This is an optimization exercise on Yosys and OpenROAD, whose aim is small area, a short achievable clock period and few clock cycles, not a production implementation.
Only the layout flow was run in this run; the RTL was not checked for function there.
Power figures rest on the tool's default switching activity, not on a simulated workload.

[flow/config.mk]
export PLATFORM = sky130hd
export DESIGN_NAME = line_decoder
export DESIGN_NICKNAME = line_decoder
export VERILOG_FILES = /design/flow/design.v
export SDC_FILE = /design/flow/constraint.sdc
export NUM_CORES = 4
export LEC_CHECK = 0
export CAP_MARGIN = 20
export CORE_MARGIN = 2
export CORE_UTILIZATION = 40
export PLACE_DENSITY = 0.6
export SLEW_MARGIN = 20
[flow/constraint.sdc]
create_clock -name core_clock -period 12.0 [get_ports {clk}]
set_input_delay 2.4000 -clock core_clock [delete_from_list [all_inputs] [get_ports {clk}]]
set_output_delay 2.4000 -clock core_clock [all_outputs]
set_load 0.01 [all_outputs]
[flow/design.v]
module thr_cmp (
    input  wire signed [27:0] x,
    input  wire        [27:0] kf,
    input  wire        [27:0] km,
    output wire               gt,
    output wire               lt
);
    wire signed [34:0] x20 = x * 20;
    wire signed [34:0] x4  = x * 4;
    wire signed [34:0] f   = $signed({7'd0, kf});
    wire signed [34:0] m   = $signed({7'd0, km});
    assign gt = (x20 > f)  && (x4 > m);
    assign lt = (x20 < -f) && (x4 < -m);
endmodule
module line_decoder (
    input  wire               clk,
    input  wire               rst,
    input  wire               start,
    input  wire        [2:0]  cmd_scheme,
    input  wire        [15:0] cmd_ncells,
    input  wire signed [15:0] cmd_spb,
    input  wire        [11:0] cmd_fs,
    input  wire               s_valid,
    output wire               s_ready,
    input  wire signed [11:0] s_data,
    output reg                b_valid,
    output reg                b_bit,
    output reg                busy,
    output reg                done,
    output reg         [1:0]  res,
    output reg         [15:0] outlen
);
    localparam [2:0] SC_NRZL = 3'd0, SC_NRZI = 3'd1, SC_MAN = 3'd2, SC_DMAN = 3'd3,
                     SC_AMI  = 3'd4, SC_B8ZS = 3'd5, SC_HDB3 = 3'd6, SC_RSVD = 3'd7;
    localparam [1:0] RES_OK = 2'd0, RES_EMPTY = 2'd1, RES_INVALID = 2'd2, RES_UNSUP = 2'd3;
    localparam [1:0] PH_THRESH = 2'd0, PH_CELLS = 2'd1, PH_FLUSH = 2'd2;
    reg  [2:0]  scheme_l;
    reg  [15:0] n_l;
    reg  [14:0] spb_l;
    reg  [11:0] fs_l;
    reg  [1:0]  phase;
    reg  [14:0] j;           
    reg  [15:0] k;           
    reg  [11:0] maxabs;
    reg  signed [27:0] acc1, acc2;
    reg  signed [27:0] cs1, cs2;
    reg                cls_pend;
    reg                first_cell;
    reg         ref_nz, ref_pos;
    reg  [7:0]  w_pre, w_pol, w_z;
    reg  [3:0]  w_cnt;
    reg  [3:0]  skip;
    reg         lb_pos;      
    wire        take = s_valid && s_ready;
    assign s_ready = busy && (phase == PH_THRESH || phase == PH_CELLS);
    wire [14:0] h_l      = spb_l >> 1;
    wire        last_smp = (j == spb_l - 15'd1);
    wire        last_cel = (k == n_l - 16'd1);
    wire [11:0] s_abs = s_data[11] ? (~s_data + 12'd1) : s_data;
    wire        in_h1    = (j < h_l);
    wire signed [27:0] s_ext = {{16{s_data[11]}}, s_data};
    wire signed [27:0] acc1_n = in_h1 ? acc1 + s_ext : acc1;
    wire signed [27:0] acc2_n = in_h1 ? acc2 : acc2 + s_ext;
    wire [27:0] hf = h_l * fs_l;
    wire [27:0] hm = h_l * maxabs;
    wire [27:0] cf = hf << 1;
    wire [27:0] cm = hm << 1;
    wire signed [27:0] csum  = cs1 + cs2;
    wire signed [27:0] cdiff = cs1 - cs2;
    wire m_gt, m_lt, a_gt, a_lt, b_gt, b_lt, d_gt, d_lt;
    thr_cmp u_mean (.x(csum),  .kf(cf), .km(cm), .gt(m_gt), .lt(m_lt));
    thr_cmp u_h1   (.x(cs1),   .kf(hf), .km(hm), .gt(a_gt), .lt(a_lt));
    thr_cmp u_h2   (.x(cs2),   .kf(hf), .km(hm), .gt(b_gt), .lt(b_lt));
    thr_cmp u_diff (.x(cdiff), .kf(hf), .km(hm), .gt(d_gt), .lt(d_lt));
    wire m_nz = m_gt || m_lt;        
    wire a_nz = a_gt || a_lt;
    reg  line_bit;
    always @(*) begin
        case (scheme_l)
            SC_NRZL: line_bit = m_gt;
            SC_NRZI: line_bit = !first_cell && m_nz && ref_nz && (m_gt != ref_pos);
            SC_MAN:  line_bit = (d_gt || d_lt) ? (cs1 < cs2) : m_gt;
            SC_DMAN: line_bit = !first_cell && a_nz && ref_nz && (a_gt == ref_pos);
            default: line_bit = m_nz;
        endcase
    end
    wire        use_win  = (scheme_l == SC_B8ZS) || (scheme_l == SC_HDB3);
    wire [3:0]  win_len  = (scheme_l == SC_B8ZS) ? 4'd8 : 4'd4;
    wire        w_full   = (w_cnt == win_len);
    wire [2:0]  w_last   = win_len[2:0] - 3'd1;       
    wire        ex_pre   = w_pre[w_last];
    wire        ex_pol   = w_pol[w_last];
    wire        ex_bit   = ex_pre && !w_z[w_last];
    wire        lb_eff   = (w_full && ex_pre) ? ex_pol : lb_pos;
    wire [7:0]  np_pre   = {w_pre[6:0], m_nz};
    wire [7:0]  np_pol   = {w_pol[6:0], m_gt};
    wire [7:0]  np_z     = {w_z[6:0], 1'b0};
    wire [3:0]  cnt_n    = w_full ? w_cnt : w_cnt + 4'd1;
    wire        test_en  = (cnt_n == win_len) && (skip <= 4'd1);
    wire b8_shape = !np_pre[7] && !np_pre[6] && !np_pre[5] && np_pre[4] &&
                     np_pre[3] && !np_pre[2] && np_pre[1] && np_pre[0];
    wire b8_pol   = (np_pol[4] == lb_eff) && (np_pol[3] != lb_eff) &&
                    (np_pol[1] != lb_eff) && (np_pol[0] == lb_eff);
    wire match8   = b8_shape && b8_pol;
    wire h_mid    = !np_pre[2] && !np_pre[1] && np_pre[0];
    wire t000v    = h_mid && !np_pre[3] && (np_pol[0] == lb_eff);
    wire tb00v    = h_mid &&  np_pre[3] && (np_pol[3] != lb_eff) && (np_pol[0] == np_pol[3]);
    wire match4   = t000v || tb00v;
    wire        match    = test_en && ((scheme_l == SC_B8ZS) ? match8 : match4);
    wire [7:0]  win_mask = (scheme_l == SC_B8ZS) ? 8'hff : 8'h0f;
    wire [2:0]  fl_idx   = w_cnt[2:0] - 3'd1;
    wire        fl_bit   = w_pre[fl_idx] && !w_z[fl_idx];
    always @(posedge clk) begin
        if (rst) begin
            busy       <= 1'b0;
            done       <= 1'b0;
            res        <= RES_OK;
            outlen     <= 16'd0;
            b_valid    <= 1'b0;
            b_bit      <= 1'b0;
            phase      <= PH_THRESH;
            cls_pend   <= 1'b0;
            w_cnt      <= 4'd0;
        end else begin
            b_valid <= 1'b0;
            b_bit   <= 1'b0;
            if (!busy) begin
                if (start) begin
                    done   <= 1'b0;
                    res    <= RES_OK;
                    outlen <= 16'd0;
                    if (cmd_ncells == 16'd0) begin
                        res  <= RES_EMPTY;
                        done <= 1'b1;
                    end else if (cmd_spb <= 16'sd0 || cmd_spb[0]) begin
                        res  <= RES_INVALID;
                        done <= 1'b1;
                    end else if (cmd_scheme == SC_RSVD) begin
                        res  <= RES_UNSUP;
                        done <= 1'b1;
                    end else begin
                        busy       <= 1'b1;
                        scheme_l   <= cmd_scheme;
                        n_l        <= cmd_ncells;
                        spb_l      <= cmd_spb[14:0];
                        fs_l       <= cmd_fs;
                        phase      <= PH_THRESH;
                        j          <= 15'd0;
                        k          <= 16'd0;
                        maxabs     <= 12'd0;
                        acc1       <= 28'sd0;
                        acc2       <= 28'sd0;
                        cls_pend   <= 1'b0;
                        first_cell <= 1'b1;
                        ref_nz     <= 1'b0;
                        ref_pos    <= 1'b0;
                        w_cnt      <= 4'd0;
                        skip       <= 4'd0;
                        lb_pos     <= 1'b0;
                    end
                end
            end else begin
                if (take) begin
                    if (last_smp) begin
                        j <= 15'd0;
                        if (last_cel) k <= 16'd0;
                        else          k <= k + 16'd1;
                    end else begin
                        j <= j + 15'd1;
                    end
                    if (phase == PH_THRESH) begin
                        if (s_abs > maxabs) maxabs <= s_abs;
                        if (last_smp && last_cel) phase <= PH_CELLS;
                    end else begin
                        if (last_smp) begin
                            cs1      <= acc1_n;
                            cs2      <= acc2_n;
                            acc1     <= 28'sd0;
                            acc2     <= 28'sd0;
                            cls_pend <= 1'b1;
                            if (last_cel) phase <= PH_FLUSH;
                        end else begin
                            acc1 <= acc1_n;
                            acc2 <= acc2_n;
                        end
                    end
                end
                if (cls_pend) begin
                    cls_pend   <= 1'b0;
                    first_cell <= 1'b0;
                    if (!use_win) begin
                        b_valid <= 1'b1;
                        b_bit   <= line_bit;
                        if (scheme_l == SC_NRZI && m_nz) begin
                            ref_nz  <= 1'b1;
                            ref_pos <= m_gt;
                        end
                        if (scheme_l == SC_DMAN) begin
                            ref_nz  <= b_gt || b_lt;
                            ref_pos <= b_gt;
                        end
                    end else begin
                        if (w_full) begin
                            b_valid <= 1'b1;
                            b_bit   <= ex_bit;
                        end
                        lb_pos <= lb_eff;
                        w_pre  <= np_pre;
                        w_pol  <= np_pol;
                        w_z    <= match ? (np_z | win_mask) : np_z;
                        w_cnt  <= cnt_n;
                        if (match)
                            skip <= win_len;
                        else if (skip != 4'd0)
                            skip <= skip - 4'd1;
                    end
                end else if (phase == PH_FLUSH) begin
                    if (use_win && w_cnt != 4'd0) begin
                        b_valid <= 1'b1;
                        b_bit   <= fl_bit;
                        w_cnt   <= w_cnt - 4'd1;
                    end else begin
                        busy   <= 1'b0;
                        done   <= 1'b1;
                        res    <= RES_OK;
                        outlen <= n_l;
                    end
                end
            end
        end
    end
endmodule
[flow/run.sh]
#!/bin/bash
# synth_recipe.tcl (not shown) runs the flow's synth.tcl, then flattens the netlist and writes it again
# the make line also repeats each setting of config.mk as NAME=value (left out here)
make -C /OpenROAD-flow-scripts/flow DESIGN_CONFIG=/design/flow/config.mk WORK_HOME=/design/flow/orfs CLKGATE_MAP_FILE= SYNTH_SCRIPT=/design/flow/synth_recipe.tcl finish
==> notes.md <==
routing by layer:
metal  track usage (%)  vias to the layer above  routed length [um]
li1                  -                    19100                   -
met1              31.9                    19400               64000
met2              40.0                     1013               64400
met3              1.98                      191                7430
met4              7.61                        0                4870
met5                 0                        -                   0
worst min path at each step:
stage                     to  slack [ns]
finish              w_pol[5]        0.43
global route        w_pol[5]        0.44
CTS                 w_pol[5]        0.43
detailed placement  w_pol[7]        0.41
global placement    w_pol[5]        0.40
floorplan           w_pol[2]        0.40
kinds of logic after synthesis:
family | share of synthesized area, %
simple gates | 17.5
mux | 1.01
xor+xnor | 6.71
fa+ha+maj | 35.4
flops | 16.4
buf+inv | 5.45
compound gates | 17.6
registers in the layout, indices dropped and copies added, names as in the netlist, 8 cells and up:
name and count:
spb_l 15, n_l 16, cs2 28, acc2 28, w_pol 8, j 15
maxabs 12, k 16, w_z 8, fs_l 12, outlen 16, acc1 28
w_pre 8, cs1 28
per-stage QoR:
| step | utilization [%] | cells |
|---|---|---|
| after floorplan | - | 5354 |
| after global placement | 42.7 | 6869 |
| after detailed placement | 42.7 | 6869 |
| after CTS | 43.6 | 6926 |
| after global routing | 43.6 | 6926 |
| final | 43.6 | 6926 |
cells in the mapped netlist (all sizes together), types with 41 or more instances:
master  count  area, um2
a31oi      41        263
o21ai     241       1210
xor2      107        937
and3       69        432
edfxtp    233       7000
a21o      175       1310
ha        907      11300
nand2b     56        350
a21oi     333       1680
nor2b     116        726
fa        248       4960
clkbuf    116        435
nor3       96        500
o21a       71        533
inv       531       1990
nand3     104        526
a211oi     53        438
and2       99        619
nor2      406       1520
xnor2     247       2170
nand2     464       1740
nand4      87        544
final cells by class:
class / count / area [um2] / area share [%]
multi-input combinational: 4424 / 36300 / 72.5
sequential: 262 / 7580 / 15.2
inverter: 541 / 2030 / 4.06
tap: 1512 / 1890 / 3.79
timing repair buffer: 130 / 1180 / 2.37
clock buffer: 33 / 783 / 1.57
clock inverter: 24 / 255 / 0.511
where the power goes:
group	internal, uW	total (uW)	switching, uW	leakage [uW]
Clock	562	975	413	0.000500
Sequential	1020	1050	30.8	0.00238
Combinational	3020	7720	4700	0.0201
worst max-delay path: cells and delay by family (launching register included):
kind                     cells  cell delay, ns
AO/OA/AOI/OAI               12            2.99
XOR/XNOR                     2            1.30
adder cells (fa/ha/maj)      7            3.34
buffers and inverters        5            0.69
flip-flops                   1            0.81
multiplexers                 2            0.36
AND/OR/NAND/NOR              8            1.87
==> notes.md <==
- Cell Area, Synth: 46300 um2
- RR Endpoint: b_bit
- Antenna violations before repair: 1
- Tightest Pin Transition: 1.05 ns
- CTS Sinks: 262
- Slew Viols, Final: 0
- Total chip power: 9740 uW
- Worst-skew pair later-pin latency: 0.61 ns
- Area grow syn2layout: 7.95%
- Final period utilization: 95.8%
- Setup ws final: 0.504 ns
- Critical path type: flop to flop
- Hold Path Stages: 0
- Hold path start: w_pol[4]
- Slowest cell on crit path: edfxtp_1
- Leak Pwr: 0.0230 uW
- ANT cells: 0
- Vias per std cell: 5.74
- H-tree depth: 1
- IO buf count: 85
- FILL cells: 11400
- Num ports: 86
- Critical Path AT: 11.98 ns
- WP data required: 12.48 ns
- CP endpoint kind: flop
- Slew HR: 28.0%
- Via count: 39800
- Die area: 118000 um2
- Number of CTS-inserted buffers: 31
- Worst Skew: 0.0264 ns
- Crit-path max FO: 16
- Min Clock Period, post-route: 11.50 ns
- Post-route cell area: 50000 um2
- Die Wd: 344 um
- Cts repair resizes: 0
- Wirelength per Cell: 20.3 um
- Syn. warnings: 1
- DRC: 0
- CTS Buffer Depth: 3
- Dpl cell area: 48900 um2
- Most common cell after layout, fill and taps aside: ha_1
- Outcome: no timing/DRC/antenna violations
- Post-Synthesis Cells: 5354
- Register area share after synthesis: 16.4%
- RSZ-0062 raised after global routing: false
- CTS Root Cell: clkbuf_16
- Async SR Flop Fraction: 0%
- Routed Antenna Nets: 0
- Global placer's final weighted congestion: 0.980
- Worst vdd ir: 0.172 mV
- Hold slack final: 0.428 ns
- Synthesized net count: 6572
- Setup slack, reg-to-reg: 0.50 ns
- R2R cell count: 36
- Syn avg cell area: 8.65 um2
- First-pass GRT wire length: 221000 um
- Share of post-route cells with drive strength above 1: 3.80%
- Most frequent cell on the critical path: fa_1
- Fmax: 87.0 MHz
- Setup TNS: 0 ns
- EDFF count, synth: 233
- Num rows: 124
- Area of the core: 115000 um2
- Grt ovf: 0
- Worst Setup EP: b_bit
- Die Ht: 344 um
- Net count reported at finish: 6608
- Pre-CTS WS: 0.724 ns
- Critical path origin: spb_l[5]
- Vias in the first global route: 39900
- FF+latch count, synth: 262
- Setup crit start kind: flop
- Setup violators final: 0
- Dpl hpwl: 117000 um
- Most frequent cells in the layout: 907 x ha_1, 531 x inv_1, 462 x nand2_1
- Gr usage total: 23.6%
- Largest net degree at the start of global routing: 58
- Count of cell types in the netlist: 110
- Most used DFF post-synth: edfxtp_1
- Clk slew on worst S/H paths: 0.06 ns
- DR pass1 iterations: 6
- Pwr Density: 195 nW/um2
- Detailed Route WL: 141000 um
- Max-cap viol count: 0
- CP peak stage delay: 0.81 ns
- Fin. Hold Viols: 0
- TritonCTS clock tree: yes
- Post-CTS Hold Buffers: 0
- Post-CTS Setup Inserts: 0
- Reg2reg start: spb_l[5]
- Starting Density: 40.4%
- Worst Hold Class: flop to flop
- DRT iter0 DRCs: 2639

[re-timing with driven ports]
No port has a modelled driver above. Below, the same layout with a new extraction and two added sets of constraints.
Step 1, drivers: a clkbuf_16 drives clk and a buf_2 each remaining input, both assumed.
Step 2, shift: input delay + t, output delay - t, t = (earliest + latest rising clock arrival at the registers) / 2. This alone moves slack from input paths to output paths.
Slacks: no drivers / after step 1 / after step 2; pairs: no drivers / after step 1.
shift t [ns]: 0.660
slack for setup (ns): 0.504 / 0.504 / 0.504
hold slack, ns: 0.428 / 0.428 / 0.428
worst setup path at the end: register to register
pins driven straight from the clock port: 1
After both steps setup and hold are still met in this run. The setup slack of this run moves by 0.000 ns with the drivers and by 0.000 ns with both steps.
